This design comes from an exercise in tuning for small area on the open sky130 flow, not from production work. RTL that was checked went through simulation tests only; none was proved equivalent to the original. The RTL of runs 1 to 3 was laid out without a check of its function. Power is estimated from default activity; no workload was simulated.

`flow/config.mk`:
```
export PLATFORM = sky130hd
export DESIGN_NAME = idxfp
export DESIGN_NICKNAME = idxfp
export VERILOG_FILES = /design/flow/design.v
export SDC_FILE = /design/flow/constraint.sdc
export NUM_CORES = 4
export LEC_CHECK = 0
export CAP_MARGIN = 20
export CORE_MARGIN = 2
export CORE_UTILIZATION = 65
export PLACE_DENSITY = 0.8
export SLEW_MARGIN = 20
```
`flow/constraint.sdc`:
```
create_clock -name core_clock -period 8.0 [get_ports {clk}]
set_input_delay 1.6000 -clock core_clock [delete_from_list [all_inputs] [get_ports {clk}]]
set_output_delay 1.6000 -clock core_clock [all_outputs]
set_load 0.01 [all_outputs]
```
`flow/design.v`:
```
module idxfp (
    input             clk,
    input             rst,             
    input             reset_capable,   
    input             poll,
    input      [31:0] now,
    output            busy,
    input             rx_avail,
    input       [7:0] rx_data,
    output            rx_pop,
    output            rdr_rst_n,
    output            ev_read,
    output            ev_remove,
    output     [39:0] ev_tag,
    input             cfg_req,
    input             cfg_we,
    input       [1:0] cfg_addr,
    input      [31:0] cfg_wdata,
    output     [31:0] cfg_rdata
);
    localparam [31:0] WAIT_RESET = 32'd1000;
    localparam E_CHK = 0;
    localparam E_FRM = 1;
    localparam E_HEX = 2;
    localparam E_OVF = 3;
    reg         busy_q;      
    reg  [5:0]  cnt;         
    reg         seen;        
    reg  [31:0] now_q;       
    reg         cy;          
    reg  [7:0]  fb [0:5];
    reg  [3:0]  hold;
    reg  [3:0]  ncnt;
    reg         fd_err;
    reg         in_frame;
    reg         await;       
    reg  [32:0] deadline;
    reg  [39:0] last_tag;    
    reg  [31:0] wait_n;      
    reg  [1:0]  ev_en;
    reg  [3:0]  errstat;
    reg  [1:0]  raddr;       
    wire       is_stx  = (rx_data == 8'h02);
    wire       is_etx  = (rx_data == 8'h03);
    wire       is_pad  = (rx_data == 8'h0D) || (rx_data == 8'h0A);
    wire       is_hexd = (rx_data[7:4] == 4'h3) && (rx_data[3:0] <= 4'h9);
    wire       is_hexl = (rx_data[7:4] == 4'h4) && (rx_data[3:0] != 4'h0) &&
                         (rx_data[3:0] <= 4'h6);
    wire       is_hex  = is_hexd || is_hexl;
    wire       is_inv  = !(is_stx || is_etx || is_pad || is_hex);
    wire [3:0] nib     = is_hexd ? rx_data[3:0] : (rx_data[3:0] + 4'd9);
    wire [7:0] fb_xor  = fb[0] ^ fb[1] ^ fb[2] ^ fb[3] ^ fb[4];
    wire       chk_ok  = (fb_xor == fb[5]);
    wire       drain   = busy_q && (cnt[5:4] == 2'b00);
    wire       last    = cnt[5] && cnt[4];             
    wire       psm     = busy_q && last && cnt[0];     
    wire       serial  = busy_q && (cnt[5] || cnt[4]) && !psm;
    wire       pop     = drain && rx_avail;
    wire       upd     = seen && reset_capable;        
    wire       a_bit   = (now_q[0] ^ cnt[0]) && !last;
    wire       b_bit   = upd ? (!wait_n[0] && !last) : !deadline[0];
    wire       c_in    = (cnt == 6'd16) ? !upd : cy;
    wire       s_bit   = a_bit ^ b_bit ^ c_in;
    wire       c_out   = (a_bit & b_bit) | (a_bit & c_in) | (b_bit & c_in);
    wire       ge      = cy;                           
    assign busy      = busy_q;
    assign rx_pop    = pop;
    assign ev_tag    = last_tag;
    assign ev_read   = psm && seen && ev_en[0] && !(reset_capable && await);
    assign ev_remove = psm && !seen && await && ge && ev_en[1];
    assign rdr_rst_n = !(psm && upd);
    assign cfg_rdata = (raddr == 2'd0) ? ~wait_n :
                       (raddr == 2'd1) ? {30'd0, ev_en} :
                       (raddr == 2'd2) ? {28'd0, errstat} : 32'd0;
    wire       fb_wr   = pop && is_hex && !fd_err && (ncnt != 4'd12) && ncnt[0];
    wire [7:0] fb_d    = rst ? 8'd0 : {hold, nib};
    integer i;
    always @(posedge clk)
        for (i = 0; i < 6; i = i + 1)
            if (rst || (fb_wr && ncnt[3:1] == i))
                fb[i] <= fb_d;
    always @(posedge clk) begin
        raddr <= cfg_addr;
        now_q <= poll ? {now[15:0], now[31:16]} : ~{now_q[0], now_q[31:1]};
        cnt   <= busy_q ? cnt + 6'd1 : 6'd0;
        if (serial) begin
            cy       <= c_out;
            deadline <= {upd ? s_bit : deadline[0], deadline[32:1]};
            if (!last)
                wait_n <= {wait_n[0], wait_n[31:1]};
        end
        if (rst) begin
            busy_q      <= 1'b0;
            fd_err      <= 1'b1;
            in_frame    <= 1'b0;
            await       <= 1'b0;
            wait_n      <= ~WAIT_RESET;
            ev_en       <= 2'd0;
            errstat     <= 4'd0;
        end else if (!busy_q) begin
            if (poll) begin
                seen   <= 1'b0;
                busy_q <= 1'b1;
            end else if (cfg_req && cfg_we) begin
                case (cfg_addr)
                2'd0: wait_n  <= ~cfg_wdata;
                2'd1: ev_en   <= cfg_wdata[1:0];
                2'd2: errstat <= errstat & ~cfg_wdata[3:0];
                default: ;
                endcase
            end
        end else if (pop) begin
            if (is_stx) begin
                if (in_frame)
                    errstat[E_FRM] <= 1'b1;
                ncnt     <= 4'd0;
                fd_err   <= 1'b0;
                in_frame <= 1'b1;
            end else if (is_etx) begin
                if (!fd_err) begin
                    if (chk_ok) begin
                        seen     <= 1'b1;
                        last_tag <= {fb[0], fb[1], fb[2], fb[3], fb[4]};
                    end else if (in_frame) begin
                        errstat[E_CHK] <= 1'b1;
                    end
                end
                in_frame <= 1'b0;
            end else if (is_hex) begin
                if (!fd_err) begin
                    if (ncnt == 4'd12) begin
                        fd_err <= 1'b1;
                        if (in_frame)
                            errstat[E_OVF] <= 1'b1;
                    end else if (!ncnt[0]) begin
                        hold <= nib;
                        ncnt <= ncnt + 4'd1;
                    end else begin
                        ncnt <= ncnt + 4'd1;
                    end
                end
            end else if (is_inv) begin
                if (!fd_err) begin
                    fd_err <= 1'b1;
                    if (in_frame)
                        errstat[E_HEX] <= 1'b1;
                end
            end
        end else if (psm) begin
            busy_q <= 1'b0;
            await  <= seen ? reset_capable : (await && !ge);
        end
    end
endmodule
```
`flow/flow/run.sh`:
```
#!/bin/bash
# The standard layout (standard.sh), with three changes:
#  - synthesis is ORFS's, run by standard.sh, except that ABC maps the logic
#    between the registers with an area-oriented script (flow/area.abc, put in
#    place of abc_speed.script in a copy of ORFS's scripts); the registers
#    come out as in the standard synthesis;
#  - port buffers use the smallest buffer (buf_1);
#  - the clock tree uses clkbuf_4 sink buffers over clusters of at most 10
#    flip-flops, and no dummy loads.
set -euo pipefail
export BUFFER_PORTS_ARGS="-buffer_cell sky130_fd_sc_hd__buf_1"
export CTS_ARGS="-sink_clustering_enable -repair_clock_nets -dont_use_dummy_load -buf_list sky130_fd_sc_hd__clkbuf_4 -sink_clustering_size 10 -sink_clustering_max_diameter 40"
rm -rf scripts_area
cp -r "$FLOW_HOME/scripts" scripts_area
cp flow/area.abc scripts_area/abc_speed.script
SCRIPTS_DIR=$PWD/scripts_area bash standard.sh synth > synth.log 2>&1
bash standard.sh finish > standard.log 2>&1
```
`flow/flow/area.abc`:
```
&get -n
&st
&syn3
&dch -f
&nf -a -R 1000
&st
&syn3
&dch -f
&nf -a -R 1000
&put
strash
dch -f
amap
strash
dch -f
amap
topo
```
`flow/standard.sh`:
```
#!/bin/bash
# synth_recipe.tcl (not shown) runs the flow's synth.tcl, then flattens the netlist and writes it again
# the make line also repeats each setting of config.mk as NAME=value (left out here)
make -C /OpenROAD-flow-scripts/flow DESIGN_CONFIG=/design/flow/config.mk WORK_HOME=/design/flow/orfs CLKGATE_MAP_FILE= SYNTH_SCRIPT=/design/flow/synth_recipe.tcl "${@:-finish}"
```
==> results.json, run 1 <==
{
  "placed_area_um2": 8690,
  "layout.cells.non_filler": 982,
  "crit_slowest_cell": "o21ai_0",
  "r2r_slack_ns": 4.87,
  "dp_hpwl_mm": 10.5,
  "synth_top_cell_area_share_pct": 50.2,
  "clock_sinks": 213,
  "syn_area_um2": 7840,
  "hold_viol_final": 0,
  "maxSlewHeadroom_pct": 29.9,
  "cts.clk_slew.worst_paths_ns": 0.11,
  "crit_type": "in2reg",
  "wl_per_cell_um": 15.5,
  "die_w_um": 114,
  "skew_ns": 0.0822,
  "dp.cells": 956,
  "setup_tns_ns": 0,
  "ant_nets": 0,
  "htree_num_levels": 1,
  "cp-end-kind": "flip-flop",
  "vias_per_cell": 5.72,
  "drt-pass1-iter-count": 7,
  "start_util_pct": 65.8,
  "yosys.cell_count.top_type": "edfxtp_1",
  "via_count": 5616,
  "synth.avg_cell_area_um2": 12.2,
  "slew_viol_final": 0,
  "synth-edff-count": 131,
  "status": "complete, no violations",
  "dr.first_iter.drc_count": 438,
  "max_stage_delay_ns": 0.82,
  "synthTopCellsByArea": "edfxtp_1 (50%), dfxtp_1 (21%), nor2_1 (4.9%), a21oi_1 (3.1%), o21ai_0 (2.9%)",
  "route.detailed.drc": 0,
  "async_reset_ff_share_pct": 0,
  "n_fill_cell": 830,
  "die_h_um": 114,
  "grt_pass1_wl_mm": 24.4,
  "grt_max_degree": 67,
  "cts-root-buf": "clkbuf_4",
  "cts_buffers": 26,
  "powerDensity_nw_per_um2": 201,
  "period_minus_slack_ns": 4.21,
  "port_buffers": 157,
  "p_leak_nw": 2.94,
  "arrival_ns": 4.40,
  "final_util_pct": 74.6,
  "path_max_fanout": 8,
  "hold_class": "reg2reg",
  "maxCapViolCount": 0,
  "core.rowCount": 40,
  "postCtsSetupBuffers": 0,
  "hold_buffers": 0,
  "fp.dieArea_um2": 13000,
  "synth_warnings": 2,
  "netlist.top_cell.by_area": "edfxtp_1",
  "synth_ff_type": "edfxtp_1",
  "antenna_found_initial": 0,
  "nets": 928,
  "diodes": 0,
  "fin_area_um2": 8890,
  "timing.final.crit_share_pct": 52.6,
  "routed_wl_mm": 15.3,
  "cp-start-kind": "input port",
  "finalPower_mw": 1.79,
  "setup_viol": 0,
  "critPathRequiredTime_ns": 8.20,
  "grt_overflow": 0,
  "drive_gt1_share_pct": 4.67,
  "syn_inst": 644,
  "cts_tree": "yes",
  "seq_area_frac_synth_pct": 71.1,
  "synth_seq_cells": 213,
  "grt_pass1_vias": 5227,
  "boundaryPins": 158,
  "synth_cell_types": 32,
  "fmax_ghz": 0.238,
  "area_growth_pct": 13.4,
  "grt_setup_unrepaired": "no",
  "cts.path.max_buffers": 3,
  "synthTopCellsByCount": "edfxtp_1 (131), nor2_1 (102), dfxtp_1 (82), nand2_1 (52), a21oi_1 (48)",
  "path_cells": "buf_1 > clkinv_1 > ha_1 > a211oi_1 > a31oi_1 > nor3_1 > nand3_1 > or3_1 > o21ai_0",
  "gp_congestion": 0.912,
  "worstSkewPairLatency_ns": 0.61,
  "peakVddDrop_mv": 0.131,
  "tightest_slew_ns": 1.04,
  "synth_nets": 735,
  "grtUsageTotal_pct": 23.4,
  "coreArea_um2": 11900,
  "cts_resized": 0
}
[per-layer routing]
layer	wire, µm	GRT usage, %	vias to the layer above	part of all wire (%)
li1	-	-	2800	-
met1	6520	31.6	2576	43
met2	7350	38.5	217	48
met3	1160	5.37	23	7.6
met4	222	6.91	0	1.5
met5	0	0	-	0
[registers in the layout (all words and copies together), names as in the netlist, 4 cells and up]
name      count
fb           48
last_tag     40
deadline     33
now_q        32
wait_n       32
cnt           6
errstat       4
hold          4
ncnt          4
[final cells by class]
type / count / area [µm²] / area share (%)
repair buffers: 165 / 651 / 7.32
clock buffers: 26 / 195 / 2.20
inverters: 34 / 128 / 1.44
multi-input cells: 397 / 2160 / 24.3
well taps: 147 / 184 / 2.07
flip-flops and latches: 213 / 5580 / 62.7
[worst max-delay path, delay by kind of cell]
kind	cells	cell delay (ns)
buf+inv	2	0.37
compound gates	3	1.32
simple gates	3	0.87
fa+ha+maj	1	0.23
[path summary, 6_finish.rpt]
check,from,endpoint,depth (start not counted)
worst min-delay path,now_q[24],now_q[23],1
worst min register to register,now_q[24],now_q[23],1
worst max register to register,busy_q,wait_n[15],6
worst max-delay path,rx_data[0],fb[4][5],9
[cells by family (layout without fill, tap and decap cells)]
| kind of cell | after synthesis | in the layout | share of synthesized area, % |
|---|---|---|---|
| buf+inv | 34 | 225 | 1.63 |
| compound gates | 181 | 181 | 14.4 |
| xor+xnor | 1 | 1 | 0.112 |
| flops | 213 | 213 | 71.1 |
| simple gates | 205 | 205 | 11.1 |
| fa+ha+maj | 10 | 10 | 1.69 |
[cell usage in the layout (no fill, tap or decap), types with 2 or more instances in the layout]
master	instances
a211oi_1	5
a21oi_1	47
a221oi_1	7
a22oi_1	8
a31oi_1	3
and3_1	2
buf_1	156
buf_4	8
clkbuf_4	26
clkinv_1	34
dfxtp_1	82
edfxtp_1	131
ha_1	9
nand2_1	52
nand3_1	11
nand4_1	2
nor2_1	101
nor2b_1	12
nor3_1	11
nor4_1	3
o21ai_0	43
o21ai_1	3
o221ai_1	26
o22ai_1	31
o31ai_1	2
o32ai_1	2
or3_1	4
[per-stage QoR]
stage	worst slack, ns	hold WS (ns)
2_1_floorplan	1.72	0.388
3_3_place_gp	3.39	0.392
3_5_place_dp	3.12	0.398
4_1_cts	3.76	0.416
5_1_grt	3.52	0.420
6_report	3.79	0.416
[report_power, final]
part	switching (mW)	internal (mW)	total, mW
combinational	0.0668	0.0392	0.106
sequential	0.0242	1.20	1.23
clock	0.308	0.150	0.457
==> inputs of run 2 (changes only) <==
--- a/flow/design.v
+++ b/flow/design.v
@@ -39,7 +39,6 @@
     reg  [31:0] wait_n;      
     reg  [1:0]  ev_en;
     reg  [3:0]  errstat;
-    reg  [1:0]  raddr;       
     wire       is_stx  = (rx_data == 8'h02);
     wire       is_etx  = (rx_data == 8'h03);
     wire       is_pad  = (rx_data == 8'h0D) || (rx_data == 8'h0A);
@@ -48,7 +47,9 @@
                          (rx_data[3:0] <= 4'h6);
     wire       is_hex  = is_hexd || is_hexl;
     wire       is_inv  = !(is_stx || is_etx || is_pad || is_hex);
-    wire [3:0] nib     = is_hexd ? rx_data[3:0] : (rx_data[3:0] + 4'd9);
+    wire [3:0] nib     = is_hexd ? rx_data[3:0] :
+                         {1'b1, rx_data[2] ^ (rx_data[1] & rx_data[0]),
+                          rx_data[1] ^ rx_data[0], !rx_data[0]};
     wire [7:0] fb_xor  = fb[0] ^ fb[1] ^ fb[2] ^ fb[3] ^ fb[4];
     wire       chk_ok  = (fb_xor == fb[5]);
     wire       drain   = busy_q && (cnt[5:4] == 2'b00);
@@ -69,6 +70,7 @@
     assign ev_read   = psm && seen && ev_en[0] && !(reset_capable && await);
     assign ev_remove = psm && !seen && await && ge && ev_en[1];
     assign rdr_rst_n = !(psm && upd);
+    wire [1:0] raddr   = cnt[1:0];
     assign cfg_rdata = (raddr == 2'd0) ? ~wait_n :
                        (raddr == 2'd1) ? {30'd0, ev_en} :
                        (raddr == 2'd2) ? {28'd0, errstat} : 32'd0;
@@ -80,11 +82,10 @@
             if (rst || (fb_wr && ncnt[3:1] == i))
                 fb[i] <= fb_d;
     always @(posedge clk) begin
-        raddr <= cfg_addr;
         now_q <= poll ? {now[15:0], now[31:16]} : ~{now_q[0], now_q[31:1]};
-        cnt   <= busy_q ? cnt + 6'd1 : 6'd0;
+        cnt   <= busy_q ? cnt + 6'd1 : poll ? 6'd0 : {4'd0, cfg_addr};
+        cy    <= c_out;
         if (serial) begin
-            cy       <= c_out;
             deadline <= {upd ? s_bit : deadline[0], deadline[32:1]};
             if (!last)
                 wait_n <= {wait_n[0], wait_n[31:1]};
--- a/flow/config.mk
+++ b/flow/config.mk
@@ -8,5 +8,6 @@
 export CAP_MARGIN = 20
 export CORE_MARGIN = 2
 export CORE_UTILIZATION = 65
+export GPL_TIMING_DRIVEN = 0
 export PLACE_DENSITY = 0.8
 export SLEW_MARGIN = 20
==> results.json, run 2 <==
{
  "syn_inst": 636,
  "start_util_pct": 67.3,
  "synth_nets": 729,
  "via_count": 5642,
  "grt_pass1_wl_mm": 25.1,
  "dr.first_iter.drc_count": 497,
  "critPathRequiredTime_ns": 6.40,
  "synth_ff_type": "edfxtp_1",
  "netSwitchingFraction_pct": 22.9,
  "grt_setup_unrepaired": "no",
  "antenna_found_initial": 0,
  "placed_area_um2": 8710,
  "grtUsageTotal_pct": 24.2,
  "gp_congestion": 0.815,
  "ant_nets": 0,
  "timing.final.crit_share_pct": 59.6,
  "synth_top_cell_area_share_pct": 50.2,
  "synthTopCellsByCount": "edfxtp_1 (130), nor2_1 (106), dfxtp_1 (81), o21ai_0 (49), nand2_1 (47)",
  "hold_buffers": 0,
  "hold_viol_final": 0,
  "cts-root-buf": "clkbuf_4",
  "die_h_um": 113,
  "combPwrFrac_pct": 7.1,
  "n_fill_cell": 757,
  "reg_top3": "fb: 48 flops, last_tag: 40 flops, deadline: 33 flops",
  "drt-pass1-iter-count": 5,
  "pwr-share-clk_pct": 25.7,
  "synth_cell_types": 34,
  "synth_seq_cells": 211,
  "arrival_ns": 3.16,
  "setup_viol": 0,
  "grt_overflow": 0,
  "cts_tree": "yes",
  "diodes": 0,
  "fmax_ghz": 0.210,
  "cts_resized": 0,
  "seq_power_share_pct": 67.2,
  "max_stage_delay_ns": 0.71,
  "clock_sinks": 211,
  "hold_class": "reg2reg",
  "synth-edff-count": 130,
  "nets": 924,
  "postCtsSetupBuffers": 0,
  "core.rowCount": 39,
  "async_reset_ff_share_pct": 0,
  "cts.clk_slew.worst_paths_ns": 0.10,
  "netlist.top_cell.by_area": "edfxtp_1",
  "cts_buffers": 27,
  "status": "complete, no violations",
  "grt_max_degree": 47,
  "maxSlewHeadroom_pct": 31.4,
  "yosys.cell_count.top_type": "edfxtp_1",
  "maxCapViolCount": 0,
  "die_w_um": 113,
  "cts.path.max_buffers": 3,
  "worst_path_most_repeated_cell": "clkinv_1",
  "top_register": "fb",
  "cp-start-kind": "flip-flop",
  "layout_common_cells": "buf_1 (155), edfxtp_1 (130), nor2_1 (104)",
  "route.detailed.drc": 0,
  "worstSkewPairLatency_ns": 0.61,
  "dp_hpwl_mm": 10.9,
  "grt_pass1_vias": 5300,
  "slew_viol_final": 0,
  "final_common_cell": "buf_1",
  "fp.dieArea_um2": 12900,
  "path_max_fanout": 33,
  "path_cells": "clkinv_1 > ha_1 > clkinv_1 > and3_1 > a221o_1 > buf_1",
  "crit_type": "reg2out",
  "cp_num_buf_inv": 3,
  "htree_num_levels": 1,
  "cp-end-kind": "output pin",
  "wl_per_cell_um": 16.1,
  "regArea_um2": 5530,
  "cp_top_family": "buffers and inverters",
  "synth.avg_cell_area_um2": 12.2,
  "coreArea_um2": 11600,
  "power_switching_mw": 0.414,
  "area_growth_pct": 14.6,
  "p_int_mw": 1.39,
  "multiInputGateArea_um2": 2160,
  "setup_tns_ns": 0,
  "vias_per_cell": 5.80,
  "drive_gt1_share_pct": 5.31,
  "port_buffers": 157,
  "p_leak_nw": 2.98,
  "fin_area_um2": 8910,
  "synthTopCellsByArea": "edfxtp_1 (50%), dfxtp_1 (21%), nor2_1 (5.1%), o21ai_0 (3.2%), o221ai_1 (2.9%)",
  "tightest_slew_ns": 1.02,
  "seq_area_frac_synth_pct": 71.0,
  "crit_slowest_cell": "clkinv_1",
  "peakVddDrop_mv": 0.147,
  "largest_register_ffs": 48,
  "routed_wl_mm": 15.6,
  "period_minus_slack_ns": 4.76,
  "synth_warnings": 2,
  "skew_ns": 0.0504,
  "syn_area_um2": 7780,
  "powerDensity_nw_per_um2": 203,
  "boundaryPins": 158
}
-- run 2: kinds of logic after synthesis --
family	synth area share, %
AOI/OAI and AO/OA	14.9
DFF	71.0
buffers and inverters	1.69
adders and majority gates	2.03
and+or+nand+nor	10.3
xor gates and xnor gates	0.113
-- run 2: power by group through the flow --
stage	Sequential [mW]	Clock [mW]	Combinational, mW
2_1_floorplan	1.23	0	0.0746
5_1_grt	1.22	0.513	0.145
4_1_cts	1.21	0.476	0.128
3_5_place_dp	1.24	0	0.128
3_3_place_gp	1.24	0	0.118
6_report	1.21	0.464	0.128
-- run 2: worst paths after layout --
| check | from | to | slack [ns] | cells after the start |
|---|---|---|---|---|
| worst min-delay path | now_q[2] | now_q[1] | 0.37 | 1 |
| worst max-delay path | cnt[0] | cfg_rdata[0] | 3.24 | 6 |
| worst min register to register | now_q[2] | now_q[1] | 0.37 | 1 |
| worst max register to register | busy_q | wait_n[12] | 4.71 | 5 |
-- run 2: stage by stage --
step	util (%)	setup WS (ns)	hold slack [ns]	power [mW]	cells
floorplan	-	3.62	0.388	1.30	636
global placement	73.9	1.62	0.392	1.35	936
detailed placement	75.3	3.21	0.399	1.37	945
CTS	77.1	3.23	0.375	1.82	972
global route	77.1	2.96	0.402	1.88	972
finish	77.1	3.24	0.372	1.81	972
-- run 2: area by class of cell --
| class | count | area share [%] |
|---|---|---|
| flip-flops and latches | 211 | 62.0 |
| multi-input cells | 390 | 24.3 |
| repair buffers | 166 | 7.96 |
| clock buffers | 27 | 2.27 |
| well taps | 143 | 2.01 |
| inverters | 35 | 1.47 |
-- run 2: per-layer routing --
layer | global-route usage (%) | vias to the layer above | part of all wire [%]
met5 | 0 | - | 0
met4 | 7.15 | 0 | 2.4
met3 | 6.00 | 34 | 8.2
met2 | 38.7 | 225 | 47
met1 | 33.6 | 2598 | 42
li1 | - | 2785 | -
==> inputs of run 3 (changes only) <==
--- a/flow/config.mk
+++ b/flow/config.mk
@@ -8,6 +8,5 @@
 export CAP_MARGIN = 20
 export CORE_MARGIN = 2
 export CORE_UTILIZATION = 65
-export GPL_TIMING_DRIVEN = 0
 export PLACE_DENSITY = 0.8
 export SLEW_MARGIN = 20
==> results.json, run 3 <==
{
  "cts.clk_slew.worst_paths_ns": 0.10,
  "dp_hpwl_mm": 11.1,
  "route.detailed.drc": 0,
  "grt_pass1_wl_mm": 26.1,
  "diodes": 0,
  "critPathRequiredTime_ns": 6.40,
  "async_reset_ff_share_pct": 0,
  "top_register": "fb",
  "fp.dieArea_um2": 12900,
  "core.rowCount": 39,
  "hold_buffers": 0,
  "path_max_fanout": 33,
  "max_stage_delay_ns": 0.72,
  "synthTopCellsByArea": "edfxtp_1 (50%), dfxtp_1 (21%), nor2_1 (5.1%), o21ai_0 (3.2%), o221ai_1 (2.9%)",
  "p_int_mw": 1.40,
  "grt_setup_unrepaired": "no",
  "crit_type": "reg2out",
  "port_buffers": 157,
  "wl_per_cell_um": 16.8,
  "timing.final.crit_share_pct": 59.5,
  "routed_wl_mm": 16.3,
  "grt_max_degree": 66,
  "power_switching_mw": 0.422,
  "place_ws_ns": 3.08,
  "crit_slowest_cell": "clkinv_1",
  "ant_nets": 0,
  "cp_num_buf_inv": 3,
  "yosys.cell_count.top_type": "edfxtp_1",
  "cp_top_family": "buffers and inverters",
  "syn_area_um2": 7780,
  "peakVddDrop_mv": 0.142,
  "boundaryPins": 158,
  "htree_num_levels": 1,
  "fmax_ghz": 0.210,
  "synth-edff-count": 130,
  "synth_ff_type": "edfxtp_1",
  "hold_class": "reg2reg",
  "worst_path_most_repeated_cell": "clkinv_1",
  "cts_buffers": 28,
  "gp_congestion": 0.912,
  "nets": 921,
  "setup_tns_ns": 0,
  "setup_viol": 0,
  "syn_inst": 636,
  "status": "complete, no violations",
  "cp-end-kind": "output pin",
  "n_fill_cell": 777,
  "start_util_pct": 67.3,
  "worstSetupStartpoint": "cnt[0]",
  "antenna_found_initial": 0,
  "synth.avg_cell_area_um2": 12.2,
  "maxCapViolCount": 0,
  "slew_viol_final": 0,
  "r2r_slack_ns": 4.88,
  "seq_area_frac_synth_pct": 71.0,
  "die_w_um": 113,
  "die_h_um": 113,
  "powerDensity_nw_per_um2": 206,
  "synth_seq_cells": 211,
  "clock_sinks": 211,
  "grt_pass1_vias": 5623,
  "synth_top_cell_area_share_pct": 50.2,
  "drt-pass1-iter-count": 6,
  "r2r-end": "last_tag[16]",
  "endpoint": "cfg_rdata[0]",
  "reg_top3": "fb: 48 flops, last_tag: 40 flops, deadline: 33 flops",
  "p_leak_nw": 2.96,
  "skew_ns": 0.0373,
  "worstSkewPairLatency_ns": 0.63,
  "coreArea_um2": 11600,
  "via_count": 5736,
  "synthTopCellsByCount": "edfxtp_1 (130), nor2_1 (106), dfxtp_1 (81), o21ai_0 (49), nand2_1 (47)",
  "cp-start-kind": "flip-flop",
  "maxSlewHeadroom_pct": 34.0,
  "seq_power_share_pct": 66.9,
  "regToRegStartpoint": "fb[4][2]",
  "layout_common_cells": "buf_1 (156), edfxtp_1 (130), nor2_1 (104)",
  "cts-root-buf": "clkbuf_4",
  "combPwrFrac_pct": 7.0,
  "largest_register_ffs": 48,
  "tightest_slew_ns": 0.991,
  "drive_gt1_share_pct": 4.84,
  "cp.depth": 6,
  "hold_viol_final": 0,
  "cts_tree": "yes",
  "area_growth_pct": 13.7,
  "cts.path.max_buffers": 3,
  "grtUsageTotal_pct": 25.2,
  "vias_per_cell": 5.92,
  "cts_resized": 0,
  "postCtsSetupBuffers": 0,
  "grt_overflow": 0,
  "pwr-share-clk_pct": 26.1,
  "synth_cell_types": 34,
  "netlist.top_cell.by_area": "edfxtp_1",
  "period_minus_slack_ns": 4.76,
  "reg2regPathDepth": 9,
  "dr.first_iter.drc_count": 493,
  "final_common_cell": "buf_1",
  "synth_nets": 729,
  "setup_ws_ns": 3.24,
  "arrival_ns": 3.16,
  "synth_warnings": 2,
  "path_cells": "clkinv_1 > ha_1 > clkinv_1 > and3_1 > a221o_1 > buf_1",
  "netSwitchingFraction_pct": 23.2
}
## run 3: cell counts after synthesis
Identical to the previous run, type by type.
## run 3: cell families (layout without fill, tap and decap cells)
| kind of cell | count (synthesis) | count (layout) | share of synthesized area [%] |
|---|---|---|---|
| flip-flops | 211 | 211 | 71.0 |
| AND/OR/NAND/NOR | 193 | 193 | 10.3 |
| AO/OA/AOI/OAI | 184 | 184 | 14.9 |
| buffers and inverters | 35 | 225 | 1.69 |
| adder cells (fa/ha/maj) | 12 | 12 | 2.03 |
| XOR/XNOR | 1 | 1 | 0.113 |
## run 3: cell type report
type	instances	area, µm²	area share [%]
inverter	35	131	1.49
timing repair buffer	162	628	7.10
clock buffer	28	210	2.38
multi-input combinational	390	2170	24.5
sequential	211	5530	62.5
tap	143	179	2.02
## run 3: power by group through the flow
stage	Sequential [mW]	Combinational [mW]	Clock, mW
after CTS	1.22	0.126	0.490
after detailed placement	1.24	0.125	0
after floorplan	1.23	0.0746	0
after global placement	1.24	0.118	0
final	1.22	0.127	0.475
after global routing	1.22	0.144	0.527
## run 3: worst reg2reg max path: stages, from the launching register on
cell and delay (ns):
edfxtp_1 0.44, a21oi_1 0.20, nor2_1 0.06, a21oi_1 0.24, a21oi_1 0.12, nor4_1 0.45, o211ai_1 0.16, a21oi_1 0.24
and3_1 0.40, buf_4 0.46
## run 3: worst min path at each step
stage,endpoint,depth (start not counted),slack (ns),start
2_1_floorplan,now_q[0],1,0.39,now_q[1]
3_3_place_gp,now_q[11],1,0.39,now_q[12]
3_5_place_dp,now_q[16],1,0.40,now_q[17]
4_1_cts,now_q[14],1,0.36,now_q[15]
5_1_grt,now_q[14],1,0.38,now_q[15]
6_report,now_q[14],1,0.36,now_q[15]
## run 3: per-stage QoR
step | power, mW | hold slack [ns] | utilization, % | std cells | cell area (µm²)
global route | 1.89 | 0.385 | 76.4 | 969 | 8840
global placement | 1.36 | 0.392 | 74.4 | 941 | 8610
floorplan | 1.30 | 0.388 | - | 636 | 7780
CTS | 1.83 | 0.363 | 76.3 | 969 | 8820
detailed placement | 1.37 | 0.397 | 74.4 | 941 | 8610
finish | 1.82 | 0.363 | 76.4 | 969 | 8840
## run 3: per-layer routing
| layer | track usage, % | vias to the layer above | part of all wire, % |
|---|---|---|---|
| met5 | 0 | - | 0 |
| met3 | 6.91 | 32 | 8.4 |
| met4 | 6.91 | 0 | 1.9 |
| met1 | 33.8 | 2690 | 42 |
| met2 | 41.2 | 243 | 48 |
| li1 | - | 2771 | - |
==> inputs of run 4 (changes only) <==
--- a/flow/design.v
+++ b/flow/design.v
@@ -47,9 +47,7 @@
                          (rx_data[3:0] <= 4'h6);
     wire       is_hex  = is_hexd || is_hexl;
     wire       is_inv  = !(is_stx || is_etx || is_pad || is_hex);
-    wire [3:0] nib     = is_hexd ? rx_data[3:0] :
-                         {1'b1, rx_data[2] ^ (rx_data[1] & rx_data[0]),
-                          rx_data[1] ^ rx_data[0], !rx_data[0]};
+    wire [3:0] nib     = is_hexd ? rx_data[3:0] : (rx_data[3:0] + 4'd9);
     wire [7:0] fb_xor  = fb[0] ^ fb[1] ^ fb[2] ^ fb[3] ^ fb[4];
     wire       chk_ok  = (fb_xor == fb[5]);
     wire       drain   = busy_q && (cnt[5:4] == 2'b00);
==> results.json, run 4 <==
{
  "status": "complete, no violations",
  "hold_viol_final": 0,
  "hold_buffers": 0,
  "wl_per_cell_um": 16.7,
  "maxSlewHeadroom_pct": 31.9,
  "gp_congestion": 0.823,
  "synth.avg_cell_area_um2": 12.2,
  "via_count": 5768,
  "min_from": "now_q[11]",
  "synth-edff-count": 130,
  "maxCapViolCount": 0,
  "synthAdderAreaFrac_pct": 2.02,
  "fp.dieArea_um2": 12900,
  "largest_register_ffs": 48,
  "synth_nets": 733,
  "start_util_pct": 65.8,
  "setup_tns_ns": 0,
  "grt_max_degree": 66,
  "tightest_slew_ns": 1.02,
  "ant_nets": 0,
  "synth-compound-area-share_pct": 14.5,
  "dr.first_iter.drc_count": 416,
  "cp-end-kind": "output pin",
  "synth_warnings": 2,
  "multiInputGateArea_um2": 2170,
  "postCtsSetupBuffers": 0,
  "routed_wl_mm": 16.3,
  "htree_num_levels": 1,
  "place_ws_ns": 3.37,
  "n_fill_cell": 813,
  "synth_xor_area_share_pct": 0.112,
  "netlist.top_cell.by_area": "edfxtp_1",
  "synthSimpleGateAreaFrac_pct": 10.8,
  "regToRegStartpoint": "busy_q",
  "cts.path.max_buffers": 3,
  "grt_pass1_wl_mm": 26.3,
  "synth_ff_type": "edfxtp_1",
  "reg_top3": "fb: 48 flops, last_tag: 40 flops, deadline: 33 flops",
  "worstHoldPathCells": 1,
  "regArea_um2": 5530,
  "peakVddDrop_mv": 0.127,
  "path_max_fanout": 34,
  "arrival_ns": 3.14,
  "fmax_ghz": 0.211,
  "synthTopCellsByArea": "edfxtp_1 (50%), dfxtp_1 (21%), nor2_1 (4.5%), o21ai_0 (3.1%), o221ai_1 (3.0%)",
  "final_util_pct": 74.5,
  "cts_buffers": 26,
  "drt-pass1-iter-count": 4,
  "cts_resized": 0,
  "worstSkewPairLatency_ns": 0.61,
  "boundaryPins": 158,
  "synth_cell_types": 33,
  "synth_seq_cells": 211,
  "syn_inst": 640,
  "synth_top_cell_area_share_pct": 50.0,
  "critPathRequiredTime_ns": 6.40,
  "dp.cells": 948,
  "synthTopCellsByCount": "edfxtp_1 (130), nor2_1 (93), dfxtp_1 (81), nand2_1 (58), o21ai_0 (48)",
  "setup_ws_ns": 3.26,
  "seq_area_frac_synth_pct": 70.8,
  "async_reset_ff_share_pct": 0,
  "syn_area_um2": 7800,
  "clock_sinks": 211,
  "route.detailed.drc": 0,
  "timing.final.crit_share_pct": 59.2,
  "cts_tree": "yes",
  "cts.clk_slew.worst_paths_ns": 0.10,
  "layout_common_cells": "buf_1 (156), edfxtp_1 (130), nor2_1 (92)",
  "synth_top_family_by_area": "compound AO/OA/AOI/OAI gates",
  "grtUsageTotal_pct": 25.4,
  "cp-start-kind": "flip-flop",
  "port_buffers": 157,
  "coreArea_um2": 11900,
  "die_h_um": 114,
  "layout.cells.non_filler": 976,
  "final_common_cell": "buf_1",
  "r2r_slack_ns": 4.82,
  "r2r-end": "wait_n[26]",
  "finalPower_mw": 1.81,
  "placed_area_um2": 8640,
  "antenna_found_initial": 1,
  "hold_end": "now_q[10]",
  "cts-root-buf": "clkbuf_4",
  "drive_gt1_share_pct": 4.35,
  "powerDensity_nw_per_um2": 204,
  "core.rowCount": 40,
  "grt_pass1_vias": 5481,
  "reg2regPathDepth": 6,
  "die_w_um": 114,
  "hold_class": "reg2reg",
  "grt_setup_unrepaired": "no",
  "nets": 923,
  "vias_per_cell": 5.91,
  "area_growth_pct": 13.3,
  "muxShareOfSynthArea_pct": 0,
  "period_minus_slack_ns": 4.74,
  "crit_type": "reg2out",
  "timing.hold.ws_ns": 0.398,
  "slew_viol_final": 0,
  "p_leak_nw": 2.93,
  "dp_hpwl_mm": 11.3,
  "top_register": "fb",
  "setup_viol": 0,
  "fin_area_um2": 8840,
  "skew_ns": 0.0509,
  "yosys.cell_count.top_type": "edfxtp_1",
  "grt_overflow": 0
}
==> run 4: per-layer routing <==
metal | vias up | global-route usage [%] | routed length, µm
met5 | - | 0 | 0
met4 | 0 | 6.42 | 269
met3 | 28 | 6.11 | 1320
met2 | 230 | 43.7 | 8120
met1 | 2730 | 33.0 | 6580
li1 | 2780 | - | -
==> run 4: power breakdown <==
group | total [mW] | switching (mW) | leakage (nW) | internal, mW
Clock | 0.460 | 0.311 | 0.120 | 0.149
Sequential | 1.22 | 0.0250 | 1.88 | 1.19
Combinational | 0.129 | 0.0845 | 0.930 | 0.0446
==> run 4: kinds of logic after synthesis <==
| group | count (synthesis) |
|---|---|
| buffers and inverters | 36 |
| AO/OA/AOI/OAI | 180 |
| flip-flops | 211 |
| XOR/XNOR | 1 |
| AND/OR/NAND/NOR | 200 |
| adder cells (fa/ha/maj) | 12 |
==> run 4: layout make-up <==
class,instances,area share (%)
Antenna cell,1,0.0283
Inverter,36,1.53
Multi-Input combinational cell,393,24.6
Timing Repair Buffer,162,7.08
Clock buffer,26,2.21
Tap cell,147,2.08
Sequential cell,211,62.5
==> run 4: worst max-delay path by stage <==
stage | startpoint | end | slack [ns] | depth (start not counted)
finish | cnt[0] | cfg_rdata[0] | 3.26 | 7
global route | cnt[0] | cfg_rdata[0] | 2.99 | 7
CTS | cnt[0] | cfg_rdata[0] | 3.25 | 7
detailed placement | poll | wait_n[6] | 3.37 | 6
global placement | poll | wait_n[6] | 2.95 | 6
floorplan | rx_data[5] | last_tag[0] | 2.09 | 7
==> run 4: critical path, cell delays in order, from the launching register on <==
cell      delay, ns
dfxtp_1        0.42
clkinv_1       0.12
ha_1           0.18
clkinv_1       0.70
nand3_1        0.43
clkinv_1       0.19
a221o_1        0.34
buf_1          0.14
==> inputs of run 5 (changes only) <==
--- a/flow/config.mk
+++ b/flow/config.mk
@@ -7,6 +7,6 @@
 export LEC_CHECK = 0
 export CAP_MARGIN = 20
 export CORE_MARGIN = 2
-export CORE_UTILIZATION = 65
-export PLACE_DENSITY = 0.8
+export CORE_UTILIZATION = 75
+export PLACE_DENSITY = 0.9
 export SLEW_MARGIN = 20
==> results.json, run 5 <==
{
  "synth_seq_cells": 211,
  "reg2regPathDepth": 9,
  "hold_class": "reg2reg",
  "syn_inst": 640,
  "reg_top3": "fb: 48 flops, last_tag: 40 flops, deadline: 33 flops",
  "nets": 924,
  "grt_max_degree": 66,
  "r2r_slack_ns": 4.82,
  "cp_num_buf_inv": 4,
  "finalPower_mw": 1.82,
  "die_w_um": 106,
  "synthAdderAreaFrac_pct": 2.02,
  "area_growth_pct": 13.2,
  "final_util_pct": 86.3,
  "grt_setup_unrepaired": "no",
  "wl_per_cell_um": 18.1,
  "ant_nets": 0,
  "r2r-end": "last_tag[4]",
  "grt_overflow": 0,
  "boundaryPins": 158,
  "synth-compound-area-share_pct": 14.5,
  "max_stage_delay_ns": 0.72,
  "path_cells": "clkinv_1 > ha_1 > clkinv_1 > nand3_1 > clkinv_1 > a221o_1 > buf_1",
  "top_register": "fb",
  "worstHoldPathCells": 1,
  "route.detailed.drc": 0,
  "htree_num_levels": 1,
  "cts_tree": "yes",
  "synth.avg_cell_area_um2": 12.2,
  "die_h_um": 106,
  "timing.final.crit_share_pct": 59.2,
  "drt-pass1-iter-count": 7,
  "cts-root-buf": "clkbuf_4",
  "largest_register_ffs": 48,
  "layout_common_cells": "buf_1 (156), edfxtp_1 (130), nor2_1 (92)",
  "routed_wl_mm": 17.5,
  "slew_viol_final": 0,
  "final_common_cell": "buf_1",
  "cp-start-kind": "flip-flop",
  "cp_top_family": "buffers and inverters",
  "synth-edff-count": 130,
  "grt_pass1_wl_mm": 28.0,
  "dp.cells": 938,
  "endpoint": "cfg_rdata[0]",
  "syn_area_um2": 7800,
  "path_max_fanout": 34,
  "cp.depth": 7,
  "coreArea_um2": 10200,
  "synth_xor_area_share_pct": 0.112,
  "tightest_slew_ns": 1.02,
  "peakVddDrop_mv": 0.152,
  "clock_sinks": 211,
  "dp_hpwl_mm": 11.8,
  "synth_warnings": 2,
  "period_minus_slack_ns": 4.73,
  "maxCapViolCount": 0,
  "synth_top_cell_area_share_pct": 50.0,
  "powerDensity_nw_per_um2": 206,
  "crit_slowest_cell": "clkinv_1",
  "cts.clk_slew.worst_paths_ns": 0.09,
  "cp-end-kind": "output pin",
  "cts.path.max_buffers": 3,
  "synth_ff_type": "edfxtp_1",
  "hold_viol_final": 0,
  "setup_tns_ns": 0,
  "grtUsageTotal_pct": 31.7,
  "seq_area_frac_synth_pct": 70.8,
  "synthTopCellsByCount": "edfxtp_1 (130), nor2_1 (93), dfxtp_1 (81), nand2_1 (58), o21ai_0 (48)",
  "arrival_ns": 3.13,
  "drive_gt1_share_pct": 4.46,
  "grt_pass1_vias": 5834,
  "netlist.top_cell.by_area": "edfxtp_1",
  "muxShareOfSynthArea_pct": 0,
  "p_leak_nw": 2.94,
  "async_reset_ff_share_pct": 0,
  "synth_nets": 733,
  "synth_top_family_by_area": "compound AO/OA/AOI/OAI gates",
  "worstSkewPairLatency_ns": 0.62,
  "cts_buffers": 27,
  "core.rowCount": 37,
  "antenna_found_initial": 0,
  "postCtsSetupBuffers": 0,
  "synthSimpleGateAreaFrac_pct": 10.8,
  "fp.dieArea_um2": 11200,
  "skew_ns": 0.0424,
  "n_fill_cell": 509,
  "worst_path_most_repeated_cell": "clkinv_1",
  "maxSlewHeadroom_pct": 31.2,
  "fmax_ghz": 0.211,
  "regToRegStartpoint": "fb[3][4]",
  "hold_buffers": 0,
  "vias_per_cell": 6.24,
  "worstSetupStartpoint": "cnt[0]",
  "crit_type": "reg2out",
  "synth_cell_types": 33,
  "status": "complete, no violations",
  "gp_congestion": 0.905,
  "cts_resized": 0,
  "regArea_um2": 5530,
  "setup_viol": 0,
  "layout.cells.non_filler": 966,
  "port_buffers": 157,
  "start_util_pct": 76.3,
  "via_count": 6030,
  "dr.first_iter.drc_count": 724,
  "yosys.cell_count.top_type": "edfxtp_1",
  "critPathRequiredTime_ns": 6.40,
  "synthTopCellsByArea": "edfxtp_1 (50%), dfxtp_1 (21%), nor2_1 (4.5%), o21ai_0 (3.1%), o221ai_1 (3.0%)",
  "multiInputGateArea_um2": 2170
}
## run 5: final cells by class
class                           count  share of cell area, %
Sequential cell                   211                   62.6
Multi-Input combinational cell    393                   24.6
Timing Repair Buffer              162                   7.11
Clock buffer                       27                   2.29
Tap cell                          136                   1.93
Inverter                           36                   1.53
Antenna cell                        1                 0.0283
## run 5: how the worst min path moves through the flow
stage / startpoint / to / slack (ns)
floorplan: now_q[1] / now_q[0] / 0.39
global placement: now_q[15] / now_q[14] / 0.39
detailed placement: now_q[23] / now_q[22] / 0.40
CTS: deadline[26] / deadline[25] / 0.41
global route: deadline[26] / deadline[25] / 0.42
finish: now_q[6] / now_q[5] / 0.41
## run 5: power breakdown
part	internal [mW]	leakage [nW]	total (mW)	switching (mW)
Clock	0.155	0.124	0.467	0.312
Sequential	1.19	1.88	1.22	0.0268
Combinational	0.0446	0.932	0.134	0.0893
## run 5: per-layer routing
metal  vias up  global-route usage (%)  wire [µm]
met1      2770                    41.4       6480
li1       2779                       -          -
met4         0                    13.5        745
met5         -                       0          0
met2       396                    52.9       8520
met3        85                    5.76       1720
## run 5: cell families after synthesis
family	after synthesis
AO/OA/AOI/OAI	180
XOR/XNOR	1
adder cells (fa/ha/maj)	12
buffers and inverters	36
flip-flops	211
AND/OR/NAND/NOR	200
## run 5: per-stage QoR
step,setup WS (ns),instance area [µm²],hold WS (ns)
floorplan,2.09,7800,0.388
global placement,3.56,8630,0.393
detailed placement,3.29,8630,0.398
CTS,3.28,8830,0.414
global route,3.08,8830,0.420
finish,3.27,8830,0.410
==> inputs of run 6 (changes only) <==
--- a/flow/config.mk
+++ b/flow/config.mk
@@ -7,6 +7,6 @@
 export LEC_CHECK = 0
 export CAP_MARGIN = 20
 export CORE_MARGIN = 2
-export CORE_UTILIZATION = 75
-export PLACE_DENSITY = 0.9
+export CORE_UTILIZATION = 70
+export PLACE_DENSITY = 0.95
 export SLEW_MARGIN = 20
==> results.json, run 6 <==
{
  "path_cells": "clkinv_1 > ha_1 > clkinv_1 > nand3_1 > clkinv_1 > a221o_1 > buf_1",
  "layout_common_cells": "buf_1 (156), edfxtp_1 (130), nor2_1 (92)",
  "drive_gt1_share_pct": 4.23,
  "grtUsageTotal_pct": 29.1,
  "peakVddDrop_mv": 0.160,
  "synth_top_cell_area_share_pct": 50.0,
  "vias_per_cell": 6.16,
  "cts_buffers": 25,
  "die_w_um": 110,
  "cp-end-kind": "output pin",
  "fp.dieArea_um2": 12000,
  "synth_ff_type": "edfxtp_1",
  "grt_pass1_wl_mm": 27.0,
  "cp_num_buf_inv": 4,
  "htree_num_levels": 1,
  "syn_area_um2": 7800,
  "r2r_slack_ns": 4.79,
  "p_leak_nw": 2.93,
  "yosys.cell_count.top_type": "edfxtp_1",
  "period_minus_slack_ns": 4.73,
  "maxCapViolCount": 0,
  "syn_inst": 640,
  "status": "complete, no violations",
  "path_max_fanout": 34,
  "port_buffers": 157,
  "synth_cell_types": 33,
  "worst_path_most_repeated_cell": "clkinv_1",
  "regToRegStartpoint": "busy_q",
  "grt_max_degree": 66,
  "synthTopCellsByArea": "edfxtp_1 (50%), dfxtp_1 (21%), nor2_1 (4.5%), o21ai_0 (3.1%), o221ai_1 (3.0%)",
  "worstSkewPairLatency_ns": 0.61,
  "via_count": 5955,
  "async_reset_ff_share_pct": 0,
  "worstHoldPathCells": 1,
  "nets": 922,
  "timing.final.crit_share_pct": 59.1,
  "coreArea_um2": 10800,
  "core.rowCount": 38,
  "grt_setup_unrepaired": "no",
  "hold_viol_final": 0,
  "netlist.top_cell.by_area": "edfxtp_1",
  "clock_sinks": 211,
  "synth-edff-count": 130,
  "crit_type": "reg2out",
  "max_stage_delay_ns": 0.71,
  "tightest_slew_ns": 1.04,
  "setup_tns_ns": 0,
  "die_h_um": 110,
  "dp_hpwl_mm": 12.0,
  "place_ws_ns": 2.98,
  "seq_area_frac_synth_pct": 70.8,
  "antenna_found_initial": 0,
  "r2r-end": "wait_n[8]",
  "wl_per_cell_um": 17.8,
  "area_growth_pct": 13.1,
  "crit_slowest_cell": "clkinv_1",
  "fmax_ghz": 0.212,
  "powerDensity_nw_per_um2": 204,
  "grt_overflow": 0,
  "ant_nets": 0,
  "cts_tree": "yes",
  "synthTopCellsByCount": "edfxtp_1 (130), nor2_1 (93), dfxtp_1 (81), nand2_1 (58), o21ai_0 (48)",
  "setup_viol": 0,
  "critPathRequiredTime_ns": 6.40,
  "maxSlewHeadroom_pct": 30.0,
  "start_util_pct": 72.0,
  "route.detailed.drc": 0,
  "synth.avg_cell_area_um2": 12.2,
  "reg2regPathDepth": 6,
  "top_register": "fb",
  "hold_end": "now_q[10]",
  "cp_top_family": "buffers and inverters",
  "synth_seq_cells": 211,
  "min_from": "now_q[11]",
  "cp.depth": 7,
  "gp_congestion": 0.943,
  "reg_top3": "fb: 48 flops, last_tag: 40 flops, deadline: 33 flops",
  "synth_nets": 733,
  "drt-pass1-iter-count": 5,
  "postCtsSetupBuffers": 0,
  "cts.path.max_buffers": 3,
  "hold_buffers": 0,
  "n_fill_cell": 595,
  "cts-root-buf": "clkbuf_4",
  "largest_register_ffs": 48,
  "arrival_ns": 3.13,
  "skew_ns": 0.0600,
  "cts.clk_slew.worst_paths_ns": 0.11,
  "dr.first_iter.drc_count": 487,
  "synth_warnings": 2,
  "setup_ws_ns": 3.27,
  "grt_pass1_vias": 5756,
  "boundaryPins": 158,
  "slew_viol_final": 0,
  "cts_resized": 0,
  "routed_wl_mm": 17.2,
  "hold_class": "reg2reg",
  "diodes": 0,
  "final_common_cell": "buf_1",
  "cp-start-kind": "flip-flop"
}
## run 6: how the worst max path moves through the flow
stage / start / endpoint / slack, ns
final: cnt[0] / cfg_rdata[0] / 3.27
after global routing: cnt[0] / cfg_rdata[0] / 3.02
after CTS: cnt[0] / cfg_rdata[0] / 3.27
after detailed placement: poll / wait_n[6] / 2.98
after global placement: poll / wait_n[7] / 3.37
after floorplan: rx_data[5] / last_tag[0] / 2.09
## run 6: kinds of logic after synthesis
kind of cell / count (synthesis) / share of synthesized area, %
buffers and inverters: 36 / 1.73
XOR/XNOR: 1 / 0.112
AND/OR/NAND/NOR: 200 / 10.8
flip-flops: 211 / 70.8
AO/OA/AOI/OAI: 180 / 14.5
adder cells (fa/ha/maj): 12 / 2.02
## run 6: final cells by class
cell class / count / area [µm²] / share of cell area [%]
multi-input combinational: 393 / 2170 / 24.6
sequential: 211 / 5530 / 62.6
inverter: 36 / 135 / 1.53
clock buffer: 25 / 188 / 2.13
timing repair buffer: 162 / 628 / 7.12
tap: 140 / 175 / 1.98
## run 6: routing by layer
layer / wire length [µm] / GRT usage [%]
met1: 6420 / 36.1
met4: 540 / 11.4
met3: 1560 / 5.81
met2: 8690 / 50.4
met5: 0 / 0
## run 6: per-stage QoR
stage | hold slack, ns | area, µm² | std cells | util [%] | power [mW]
3_5_place_dp | 0.397 | 8630 | 942 | 79.6 | 1.37
2_1_floorplan | 0.388 | 7800 | 640 | - | 1.31
6_report | 0.399 | 8820 | 967 | 81.4 | 1.80
5_1_grt | 0.412 | 8820 | 967 | 81.4 | 1.87
4_1_cts | 0.400 | 8820 | 967 | 81.4 | 1.81
3_3_place_gp | 0.393 | 8630 | 942 | 79.6 | 1.36
## run 6: where the power goes
| part | internal (mW) | switching (mW) | leakage [nW] |
|---|---|---|---|
| sequential | 1.19 | 0.0260 | 1.88 |
| clock | 0.144 | 0.306 | 0.115 |
| combinational | 0.0446 | 0.0872 | 0.931 |
| total | 1.38 | 0.419 | 2.93 |
==> inputs of run 7 (changes only) <==
--- a/flow/flow/run.sh
+++ b/flow/flow/run.sh
@@ -9,7 +9,7 @@
 #    flip-flops, and no dummy loads.
 set -euo pipefail
 export BUFFER_PORTS_ARGS="-buffer_cell sky130_fd_sc_hd__buf_1"
-export CTS_ARGS="-sink_clustering_enable -repair_clock_nets -dont_use_dummy_load -buf_list sky130_fd_sc_hd__clkbuf_4 -sink_clustering_size 10 -sink_clustering_max_diameter 40"
+export CTS_ARGS="-sink_clustering_enable -repair_clock_nets -dont_use_dummy_load -buf_list sky130_fd_sc_hd__clkbuf_2 -sink_clustering_size 6 -sink_clustering_max_diameter 30"
 rm -rf scripts_area
 cp -r "$FLOW_HOME/scripts" scripts_area
 cp flow/area.abc scripts_area/abc_speed.script
--- a/flow/config.mk
+++ b/flow/config.mk
@@ -7,6 +7,6 @@
 export LEC_CHECK = 0
 export CAP_MARGIN = 20
 export CORE_MARGIN = 2
-export CORE_UTILIZATION = 70
-export PLACE_DENSITY = 0.95
+export CORE_UTILIZATION = 65
+export PLACE_DENSITY = 0.8
 export SLEW_MARGIN = 20
==> results.json, run 7 <==
{
  "cts.path.max_buffers": 3,
  "maxSlewHeadroom_pct": 33.9,
  "regToRegStartpoint": "busy_q",
  "boundaryPins": 158,
  "die_w_um": 114,
  "syn_inst": 640,
  "arrival_ns": 3.20,
  "powerDensity_nw_per_um2": 205,
  "cp-start-kind": "flip-flop",
  "synthTopCellsByArea": "edfxtp_1 (50%), dfxtp_1 (21%), nor2_1 (4.5%), o21ai_0 (3.1%), o221ai_1 (3.0%)",
  "postCtsSetupBuffers": 0,
  "netlist.top_cell.by_area": "edfxtp_1",
  "hold_buffers": 0,
  "cp-end-kind": "output pin",
  "wl_per_cell_um": 16.6,
  "drive_gt1_share_pct": 6.16,
  "top_register": "fb",
  "setup_viol": 0,
  "path_max_fanout": 34,
  "tightest_slew_ns": 0.985,
  "skew_ns": 0.0534,
  "p_leak_nw": 2.99,
  "synthTopCellsByCount": "edfxtp_1 (130), nor2_1 (93), dfxtp_1 (81), nand2_1 (58), o21ai_0 (48)",
  "drt-pass1-iter-count": 4,
  "worstSkewPairLatency_ns": 0.67,
  "setup_tns_ns": 0,
  "synth-edff-count": 130,
  "area_growth_pct": 13.5,
  "synth_top_cell_area_share_pct": 50.0,
  "grt_overflow": 0,
  "dp_hpwl_mm": 11.3,
  "endpoint": "cfg_rdata[0]",
  "reg2regPathDepth": 6,
  "hold_class": "reg2reg",
  "nets": 939,
  "slew_viol_final": 0,
  "synth_warnings": 2,
  "dr.first_iter.drc_count": 353,
  "seq_area_frac_synth_pct": 70.8,
  "ant_nets": 0,
  "largest_register_ffs": 48,
  "port_buffers": 157,
  "antenna_found_initial": 1,
  "cts_tree": "yes",
  "htree_num_levels": 2,
  "r2r_slack_ns": 4.83,
  "final_common_cell": "buf_1",
  "fmax_ghz": 0.209,
  "grt_pass1_vias": 5592,
  "cts_buffers": 42,
  "die_h_um": 114,
  "status": "complete, no violations",
  "grt_setup_unrepaired": "no",
  "synth_ff_type": "edfxtp_1",
  "vias_per_cell": 5.85,
  "gp_congestion": 0.823,
  "critPathRequiredTime_ns": 6.40,
  "cts.clk_slew.worst_paths_ns": 0.10,
  "clock_sinks": 211,
  "synth.avg_cell_area_um2": 12.2,
  "layout_common_cells": "buf_1 (156), edfxtp_1 (130), nor2_1 (92)",
  "n_fill_cell": 824,
  "core.rowCount": 40,
  "maxCapViolCount": 0,
  "yosys.cell_count.top_type": "edfxtp_1",
  "via_count": 5803,
  "reg_top3": "fb: 48 flops, last_tag: 40 flops, deadline: 33 flops",
  "syn_area_um2": 7800,
  "grt_max_degree": 66,
  "cts-root-buf": "clkbuf_2",
  "crit_type": "reg2out",
  "async_reset_ff_share_pct": 0,
  "synth_nets": 733,
  "period_minus_slack_ns": 4.80,
  "r2r-end": "wait_n[15]",
  "fp.dieArea_um2": 12900,
  "hold_viol_final": 0,
  "cts_resized": 0,
  "grt_pass1_wl_mm": 26.6,
  "worstSetupStartpoint": "cnt[0]",
  "timing.hold.ws_ns": 0.410,
  "start_util_pct": 65.8,
  "synth_cell_types": 33,
  "grtUsageTotal_pct": 25.9,
  "synth_seq_cells": 211,
  "routed_wl_mm": 16.5,
  "timing.final.crit_share_pct": 59.9,
  "peakVddDrop_mv": 0.115,
  "final_util_pct": 74.7,
  "coreArea_um2": 11900,
  "route.detailed.drc": 0
}
-- run 7: layout make-up --
type	instances	area, µm²	area share, %
Antenna cell	1	2.50	0.0283
Clock buffer	42	210	2.37
Inverter	36	135	1.53
Multi-Input combinational cell	393	2170	24.5
Sequential cell	211	5530	62.4
Tap cell	147	184	2.08
Timing Repair Buffer	162	626	7.06
-- run 7: worst min-delay path by stage --
stage	startpoint	end	slack (ns)	depth (start not counted)
2_1_floorplan	now_q[1]	now_q[0]	0.39	1
3_3_place_gp	now_q[13]	now_q[12]	0.39	1
3_5_place_dp	now_q[25]	now_q[24]	0.40	1
4_1_cts	now_q[11]	now_q[10]	0.42	1
5_1_grt	now_q[27]	now_q[26]	0.43	1
6_report	now_q[15]	now_q[14]	0.41	1
-- run 7: logic make-up (layout without fill, tap and decap cells) --
kind of cell / Yosys count / in the layout / synth area share [%]
other: 0 / 1 / 0
AND/OR/NAND/NOR: 200 / 200 / 10.8
buffers and inverters: 36 / 240 / 1.73
XOR/XNOR: 1 / 1 / 0.112
AO/OA/AOI/OAI: 180 / 180 / 14.5
adder cells (fa/ha/maj): 12 / 12 / 2.02
flip-flops: 211 / 211 / 70.8
-- run 7: report_power, final --
part           internal, mW  leakage (nW)  switching, mW
Clock                 0.137         0.174          0.329
Combinational        0.0445         0.930         0.0850
Sequential             1.19          1.88         0.0249
-- run 7: routing by layer --
metal / wire length (µm) / global-route usage, %
met4: 204 / 8.13
met1: 6730 / 33.0
met2: 8240 / 43.9
met5: 0 / 0
met3: 1320 / 6.96
-- run 7: critical path, stage by stage (launching register included) --
cell      delay (ns)
dfxtp_1         0.43
clkinv_1        0.12
ha_1            0.18
clkinv_1        0.71
nand3_1         0.42
clkinv_1        0.18
a221o_1         0.35
buf_1           0.14
-- run 7: through the flow --
stage          std cells  power [mW]  instance area, µm²  setup slack [ns]
3_5_place_dp         948        1.37                8640              3.37
3_3_place_gp         948        1.36                8630              2.95
5_1_grt              992        1.89                8860              2.91
6_report             992        1.81                8860              3.20
2_1_floorplan        640        1.31                7800              2.09
4_1_cts              990        1.83                8850              3.19
==> inputs of run 8 (changes only) <==
--- a/flow/flow/run.sh
+++ b/flow/flow/run.sh
@@ -9,7 +9,7 @@
 #    flip-flops, and no dummy loads.
 set -euo pipefail
 export BUFFER_PORTS_ARGS="-buffer_cell sky130_fd_sc_hd__buf_1"
-export CTS_ARGS="-sink_clustering_enable -repair_clock_nets -dont_use_dummy_load -buf_list sky130_fd_sc_hd__clkbuf_2 -sink_clustering_size 6 -sink_clustering_max_diameter 30"
+export CTS_ARGS="-sink_clustering_enable -repair_clock_nets -dont_use_dummy_load -buf_list sky130_fd_sc_hd__clkbuf_4 -sink_clustering_size 11 -sink_clustering_max_diameter 70"
 rm -rf scripts_area
 cp -r "$FLOW_HOME/scripts" scripts_area
 cp flow/area.abc scripts_area/abc_speed.script
==> results.json, run 8 <==
{
  "arrival_ns": 3.14,
  "maxCapViolCount": 0,
  "synth-edff-count": 130,
  "status": "complete, no violations",
  "largest_register_ffs": 48,
  "cts_resized": 0,
  "clock_sinks": 211,
  "n_fill_cell": 815,
  "antenna_found_initial": 0,
  "route.detailed.drc": 0,
  "dp_hpwl_mm": 11.3,
  "powerDensity_nw_per_um2": 202,
  "fp.dieArea_um2": 12900,
  "grt_pass1_wl_mm": 26.3,
  "syn_inst": 640,
  "grt_setup_unrepaired": "no",
  "synth_top_cell_area_share_pct": 50.0,
  "fmax_ghz": 0.211,
  "setup_tns_ns": 0,
  "final_common_cell": "buf_1",
  "htree_num_levels": 1,
  "nets": 920,
  "hold_viol_final": 0,
  "port_buffers": 157,
  "coreArea_um2": 11900,
  "cp_top_family": "buffers and inverters",
  "crit_type": "reg2out",
  "timing.hold.ws_ns": 0.316,
  "synth_nets": 733,
  "routed_wl_mm": 16.2,
  "drt-pass1-iter-count": 5,
  "max_stage_delay_ns": 0.70,
  "reg_top3": "fb: 48 flops, last_tag: 40 flops, deadline: 33 flops",
  "boundaryPins": 158,
  "p_leak_nw": 2.92,
  "start_util_pct": 65.8,
  "async_reset_ff_share_pct": 0,
  "cts-root-buf": "clkbuf_4",
  "regArea_um2": 5530,
  "cts.clk_slew.worst_paths_ns": 0.12,
  "muxShareOfSynthArea_pct": 0,
  "synthSimpleGateAreaFrac_pct": 10.8,
  "die_h_um": 114,
  "top_register": "fb",
  "core.rowCount": 40,
  "min_from": "now_q[15]",
  "cts_tree": "yes",
  "met2_wirelength_mm": 8.08,
  "tightest_slew_ns": 1.01,
  "skew_ns": 0.0681,
  "synth_ff_type": "edfxtp_1",
  "path_max_fanout": 34,
  "worstSetupStartpoint": "cnt[0]",
  "hold_class": "reg2reg",
  "worst_path_most_repeated_cell": "clkinv_1",
  "diodes": 0,
  "die_w_um": 114,
  "grt_overflow": 0,
  "gp_congestion": 0.823,
  "via_count": 5745,
  "finalPower_mw": 1.78,
  "maxSlewHeadroom_pct": 32.5,
  "cts.path.max_buffers": 3,
  "routed.top_layer": "met4",
  "period_minus_slack_ns": 4.74,
  "timing.final.crit_share_pct": 59.3,
  "drive_gt1_share_pct": 4.00,
  "area_growth_pct": 13.0,
  "multiInputGateArea_um2": 2170,
  "synth-compound-area-share_pct": 14.5,
  "layout.cells.non_filler": 972,
  "synth.avg_cell_area_um2": 12.2,
  "grt_pass1_vias": 5414,
  "peakVddDrop_mv": 0.129,
  "yosys.cell_count.top_type": "edfxtp_1",
  "synthAdderAreaFrac_pct": 2.02,
  "regToRegStartpoint": "busy_q",
  "place_ws_ns": 3.37,
  "hold_buffers": 0,
  "syn_area_um2": 7800,
  "postCtsSetupBuffers": 0,
  "cts_buffers": 23,
  "cp-end-kind": "output pin",
  "dp.cells": 948,
  "layout_common_cells": "buf_1 (156), edfxtp_1 (130), nor2_1 (92)",
  "wl_per_cell_um": 16.7,
  "grt_max_degree": 66,
  "crit_slowest_cell": "clkinv_1",
  "synthTopCellsByArea": "edfxtp_1 (50%), dfxtp_1 (21%), nor2_1 (4.5%), o21ai_0 (3.1%), o221ai_1 (3.0%)",
  "cp-start-kind": "flip-flop",
  "slew_viol_final": 0,
  "worstSkewPairLatency_ns": 0.61,
  "wl_met1_mm": 6.52,
  "grtUsageTotal_pct": 25.4,
  "setup_ws_ns": 3.26,
  "synth_warnings": 2,
  "synth_xor_area_share_pct": 0.112,
  "setup_viol": 0,
  "dr.first_iter.drc_count": 366,
  "cp_num_buf_inv": 4,
  "vias_per_cell": 5.91,
  "synth_seq_cells": 211,
  "wl_met3_mm": 1.42,
  "synth_top_family_by_area": "compound AO/OA/AOI/OAI gates",
  "seq_area_frac_synth_pct": 70.8,
  "synthTopCellsByCount": "edfxtp_1 (130), nor2_1 (93), dfxtp_1 (81), nand2_1 (58), o21ai_0 (48)",
  "path_cells": "clkinv_1 > ha_1 > clkinv_1 > nand3_1 > clkinv_1 > a221o_1 > buf_1",
  "netlist.top_cell.by_area": "edfxtp_1",
  "synth_cell_types": 33,
  "ant_nets": 0,
  "critPathRequiredTime_ns": 6.40
}
run 8: cell counts after synthesis:
No cell type changed its count.
run 8: area by class of cell:
type / count / area share [%]
Clock buffer: 23 / 1.96
Inverter: 36 / 1.53
Multi-Input combinational cell: 393 / 24.7
Sequential cell: 211 / 62.7
Tap cell: 147 / 2.09
Timing Repair Buffer: 162 / 7.10
run 8: per-layer routing:
layer  GRT usage, %  up-vias
li1               -     2774
met1           33.3     2691
met2           43.6      258
met3           6.16       22
met4           5.93        0
met5              0        -
run 8: power by group:
group	leakage, nW	switching [mW]	internal, mW
sequential	1.88	0.0248	1.19
combinational	0.930	0.0848	0.0446
clock	0.106	0.304	0.133
total	2.92	0.414	1.37
run 8: path summary, 6_finish.rpt:
| kind | to | cells past startpoint | slack, ns |
|---|---|---|---|
| worst max-delay path | cfg_rdata[0] | 7 | 3.26 |
| worst min register to register | now_q[14] | 1 | 0.32 |
| worst min-delay path | now_q[14] | 1 | 0.32 |
| worst max register to register | wait_n[22] | 6 | 4.79 |
run 8: per-stage QoR:
| stage | area (µm²) | utilization (%) |
|---|---|---|
| floorplan | 7800 | - |
| CTS | 8810 | 74.3 |
| global route | 8820 | 74.3 |
| global placement | 8630 | 72.8 |
| finish | 8820 | 74.3 |
| detailed placement | 8640 | 72.8 |
run 8: logic make-up after synthesis:
kind of cell / Yosys count
DFF: 211
and+or+nand+nor: 200
AOI/OAI and AO/OA: 180
buffers and inverters: 36
adders and majority gates: 12
xor gates and xnor gates: 1

==> static timing again, ports no longer ideal <==
In the flow no input, the clock included, has a driving cell. The finished layouts below were timed again as built, in two steps.
Step 1 (the two cells are an assumption about what drives the block):
set clk [get_ports {clk}]
set_driving_cell -lib_cell sky130_fd_sc_hd__clkbuf_16 $clk
set_driving_cell -lib_cell sky130_fd_sc_hd__buf_2 [delete_from_list [all_inputs] $clk]
Step 2 adds t to the input delays and takes it off the output delays; t is the mean of the earliest and latest rising clock arrival at the registers after step 1. Input paths then give back, and output paths get back, about the clock's delay inside the block.
Slacks: no drivers / after step 1 / after step 2; pairs: no drivers / after step 1.
| run | shift t [ns] | slack for setup (ns) | worst setup path after step 2 | worst slew at a driven data input, ns |
|---|---|---|---|---|
| run 1 | 0.603 | 3.791 / 3.802 / 3.200 | input to register | 0.04 |
| run 2 | 0.619 | 3.235 / 3.201 / 3.234 | input to register | 0.06 |
| run 3 | 0.643 | 3.242 / 3.207 / 3.161 | input to register | 0.06 |
| run 4 | 0.625 | 3.265 / 3.230 / 3.336 | input to register | 0.06 |
| run 5 | 0.627 | 3.266 / 3.233 / 3.415 | input to register | 0.06 |
| run 6 | 0.610 | 3.274 / 3.240 / 3.452 | input to register | 0.06 |
| run 7 | 0.679 | 3.205 / 3.169 / 3.315 | input to register | 0.07 |
| run 8 | 0.608 | 3.258 / 3.225 / 3.362 | input to register | 0.06 |
After both steps setup and hold are still met in every run listed. For run 1, which loses most, drivers alone change the setup slack by +0.011 ns; drivers and shift together by -0.591 ns.
